What follows belongs to an exercise in optimizing a design on an open flow for small area; a production flow would make more cautious choices.
Only simulation tests tie the RTL to the original design; equivalence was not proved.
The flow treats the clock pin as an ideal source. Dropping or thinning the clock tree relies on that and would not hold on a real chip.
No activity file was given, so power comes from the tool's default toggle rates.

run A:
==> module gnx_rx, before the edit <==
module gnx_rx (
    input  wire       clk,
    input  wire       rst,
    input  wire       in_valid,
    output wire       in_ready,
    input  wire [7:0] in_data,
    input  wire       in_last,
    output wire       out_valid,
    input  wire       out_ready,
    output wire [7:0] out_data,
    output wire       out_last,
    output wire [2:0] out_status
);
    reg       in_pay;    
    reg [7:0] sh;        
    reg [6:0] d1;        
    reg [7:0] pend;      
    reg [6:0] cks;       
    reg       bad;       
    reg       idbad;     
    wire pre    = !in_pay;
    wire is_hdr = (sh[6:0] == 7'd0);
    wire emit   = pre ? sh[7] : !is_hdr;      
    assign out_valid = in_valid && (in_last || emit);
    assign in_ready  = (in_last || emit) ? out_ready : 1'b1;
    assign out_data  = pend;
    assign out_last  = in_last;
    wire take = in_valid && in_ready;
    wire pack_ok = !sh[0] && ((sh & (sh - 8'd1)) == 8'd0);
    assign out_status = (bad || pre || in_data != 8'hF7) ? 3'd1 :
                        (cks != 7'd0)                    ? 3'd2 :
                        idbad                            ? 3'd3 :
                        !pack_ok                         ? 3'd4 : 3'd0;
    always @(posedge clk) begin
        if (take)
            d1 <= in_data[6:0];
        if (take && !in_last && ((pre && sh[5]) || emit))
            pend <= {sh[7] & in_pay, d1};
    end
    always @(posedge clk) begin
        if (rst || (take && in_last)) begin
            in_pay <= 1'b0;
            sh     <= 8'h01;
            cks    <= 7'd0;
            bad    <= 1'b0;
            idbad  <= 1'b0;
        end else if (take) begin
            if (pre && sh[0]) begin
                if (in_data != 8'hF0)
                    bad <= 1'b1;
            end else begin
                if (in_data[7])
                    bad <= 1'b1;
                cks <= cks ^ in_data[6:0];
            end
            if (pre && (((sh[1] || sh[2]) && in_data[6:0] != 7'h00) ||
                        (sh[3] && in_data[6:0] != 7'h10) ||
                        (sh[5] && in_data[6:0] != 7'h56)))
                idbad <= 1'b1;
            if (pre && sh[7])
                in_pay <= 1'b1;
            else if (!pre && is_hdr)
                sh <= {d1, 1'b1};
            else
                sh <= {sh[6:0], 1'b0};
        end
    end
endmodule
export LEC_CHECK = 0
export CAP_MARGIN = 20
export CORE_MARGIN = 2
export CORE_UTILIZATION = 40
export SLEW_MARGIN = 20
create_clock -name core_clock -period 5.0 [get_ports {clk}]
standard.sh (not shown) runs the stock make flow with config.mk's settings and CLKGATE_MAP_FILE= SYNTH_SCRIPT=/design/flow/synth_recipe.tcl, a recipe that flattens the netlist after the stock synthesis.
==> flow/flow/run.sh <==
#!/bin/bash
# The standard layout with three changes:
#  - after the standard synthesis, the combinational logic is mapped again with an area-oriented
#    ABC script (a timed &deepsyn search, then amap, best of four seeds; flip-flops, their names and cell types are kept exactly as synthesis made them);
#  - the port buffers are the smallest buffer cell;
#  - the clock tree is four clkbuf_16, each driving the clocks of a quarter of the flip-flops
#    (flow/clock_buffer.tcl runs before CTS and takes the place of clock_tree_synthesis).
set -euo pipefail
export BUFFER_PORTS_ARGS="-buffer_cell sky130_fd_sc_hd__buf_1"
R=orfs/results/sky130hd/gnx_link/base
LIB=$FLOW_HOME/platforms/sky130hd/lib/sky130_fd_sc_hd__tt_025C_1v80.lib

bash standard.sh synth > synth.log 2>&1
cp $R/1_2_yosys.v $R/1_2_yosys_std.v

# four seeds of the search in parallel; the smallest result is kept
for S in 1 2 3 4; do
  printf 'strash\n&get -n\n&deepsyn -T 30 -S %d\n&put\ndch -f\namap\n' $S > area_$S.abc
  yosys -p "read_liberty -ignore_miss_func $LIB; read_verilog $R/1_2_yosys_std.v; hierarchy -top $FLOW_TOP;
    setattr -mod -set keep_hierarchy 1 sky130_fd_sc_hd__*df* sky130_fd_sc_hd__conb_*; flatten; opt_clean;
    abc -script area_$S.abc -liberty $LIB -dont_use *lpflow* -dont_use *probe*; opt_clean -purge;
    hilomap -singleton -hicell sky130_fd_sc_hd__conb_1 HI -locell sky130_fd_sc_hd__conb_1 LO;
    insbuf -buf sky130_fd_sc_hd__buf_1 A X; splitnets; opt_clean -purge; tee -o remap_$S.stat stat -liberty $LIB;
    select $FLOW_TOP; write_verilog -noattr -nohex -nodec -selected $R/1_2_yosys_remap_$S.v" > remap_$S.log 2>&1 &
done
wait
best=$(for S in 1 2 3 4; do echo "$(grep 'Chip area for top module' remap_$S.stat | awk '{print $NF}') $S"; done | sort -g | head -1 | awk '{print $2}')
echo "remap: seed $best kept" | tee remap.log
cp $R/1_2_yosys_remap_$best.v $R/1_2_yosys_remap.v
cp $R/1_2_yosys_remap.v $R/1_2_yosys.v
rm -f $R/1_synth.odb $R/1_synth.sdc

export PRE_CTS_TCL=$PWD/flow/clock_buffer.tcl
bash standard.sh > standard.log 2>&1
Other scripts of this flow, unchanged in this note and not shown: flow/flow/clock_buffer.tcl
Looking at the reports, run A completed the entire flow and the layout it produced met the timing, DRC and antenna checks.
Here is what was changed in the inputs of run B compared with run A.
diff --git a/flow/design.v b/flow/design.v
--- a/flow/design.v
+++ b/flow/design.v
@@ -159,41 +159,43 @@
     output wire       out_last,
     output wire [2:0] out_status
 );
-    reg       in_pay;    
-    reg [7:0] sh;        
+    reg [3:0] cnt;       
     reg [6:0] d1;        
     reg [7:0] pend;      
+    reg [7:0] sh;        
     reg [6:0] cks;       
     reg       bad;       
     reg       idbad;     
-    wire pre    = !in_pay;
+    wire in_pay = cnt[3];                         
     wire is_hdr = (sh[6:0] == 7'd0);
-    wire emit   = pre ? sh[7] : !is_hdr;      
+    wire emit   = (cnt == 4'd7) || (in_pay && !is_hdr);    
     assign out_valid = in_valid && (in_last || emit);
     assign in_ready  = (in_last || emit) ? out_ready : 1'b1;
     assign out_data  = pend;
     assign out_last  = in_last;
     wire take = in_valid && in_ready;
     wire pack_ok = !sh[0] && ((sh & (sh - 8'd1)) == 8'd0);
-    assign out_status = (bad || pre || in_data != 8'hF7) ? 3'd1 :
-                        (cks != 7'd0)                    ? 3'd2 :
-                        idbad                            ? 3'd3 :
-                        !pack_ok                         ? 3'd4 : 3'd0;
+    assign out_status = (bad || !in_pay || in_data != 8'hF7) ? 3'd1 :
+                        (cks != 7'd0)                        ? 3'd2 :
+                        idbad                                ? 3'd3 :
+                        !pack_ok                             ? 3'd4 : 3'd0;
     always @(posedge clk) begin
         if (take)
             d1 <= in_data[6:0];
-        if (take && !in_last && ((pre && sh[5]) || emit))
+        if (take && !in_last && (cnt == 4'd5 || emit))
             pend <= {sh[7] & in_pay, d1};
     end
     always @(posedge clk) begin
         if (rst || (take && in_last)) begin
-            in_pay <= 1'b0;
-            sh     <= 8'h01;
-            cks    <= 7'd0;
-            bad    <= 1'b0;
-            idbad  <= 1'b0;
+            cnt   <= 4'd0;
+            sh    <= 8'h80;
+            cks   <= 7'd0;
+            bad   <= 1'b0;
+            idbad <= 1'b0;
         end else if (take) begin
-            if (pre && sh[0]) begin
+            if (!in_pay)
+                cnt <= cnt + 4'd1;
+            if (cnt == 4'd0) begin
                 if (in_data != 8'hF0)
                     bad <= 1'b1;
             end else begin
@@ -201,16 +203,14 @@
                     bad <= 1'b1;
                 cks <= cks ^ in_data[6:0];
             end
-            if (pre && (((sh[1] || sh[2]) && in_data[6:0] != 7'h00) ||
-                        (sh[3] && in_data[6:0] != 7'h10) ||
-                        (sh[5] && in_data[6:0] != 7'h56)))
-                idbad <= 1'b1;
-            if (pre && sh[7])
-                in_pay <= 1'b1;
-            else if (!pre && is_hdr)
-                sh <= {d1, 1'b1};
-            else
-                sh <= {sh[6:0], 1'b0};
+            case (cnt)
+                4'd1, 4'd2: if (in_data[6:0] != 7'h00) idbad <= 1'b1;
+                4'd3:       if (in_data[6:0] != 7'h10) idbad <= 1'b1;
+                4'd5:       if (in_data[6:0] != 7'h56) idbad <= 1'b1;
+                default: ;
+            endcase
+            if (in_pay)
+                sh <= is_hdr ? {d1, 1'b1} : {sh[6:0], 1'b0};
         end
     end
 endmodule
==> notes.md <==
- Run A and run B all finish clean.
- [diff] headroom to the max-slew limit, run B relative to run A: improvement
- Changes observed in run B relative to run A: cell area after technology mapping increased about 2.1%, combinational share of power increased 7.3 points.
- Run B vs. run A: peak per-stage delay on the critical path fell 0.05 ns; total core area rose 1.4%; sequential cell area rose 2.3%; worst supply voltage drop on vdd rose 6.4%; placed instance area rose about 2.2%.
- Worst setup slack before clock tree synthesis: run A and run B compared, higher one is run A
No run of this note takes its clock network from TritonCTS; it comes from the design's own scripts or RTL.

==> separate check: timing with driven ports <==
The flow's constraints put no driver on any port. The routed layouts listed below were extracted and timed again, unchanged, in two steps. Step 1, drivers: a clkbuf_16 drives clk and a buf_2 each remaining input, both assumed. Step 2 times the ports against the registers' clock, not the clock port: input delays grow and output delays shrink by t, the midpoint of the rising clock arrivals with the driver on. Three values: ideal ports, drivers, drivers and shift; two values: the first two.
run	shift t [ns]	setup WS [ns]	worst setup path after step 2	worst data-port slew with drivers (ns)	pins driven straight from the clock port
run A	0.231	1.353 / 1.278 / 1.444	input to output	0.03	4
run B	0.229	1.291 / 1.216 / 1.266	input to register	0.03	4
After both steps setup and hold are still met in every run listed. The setup slack of run B, which loses most, moves by -0.075 ns with the drivers and by -0.025 ns with both steps.
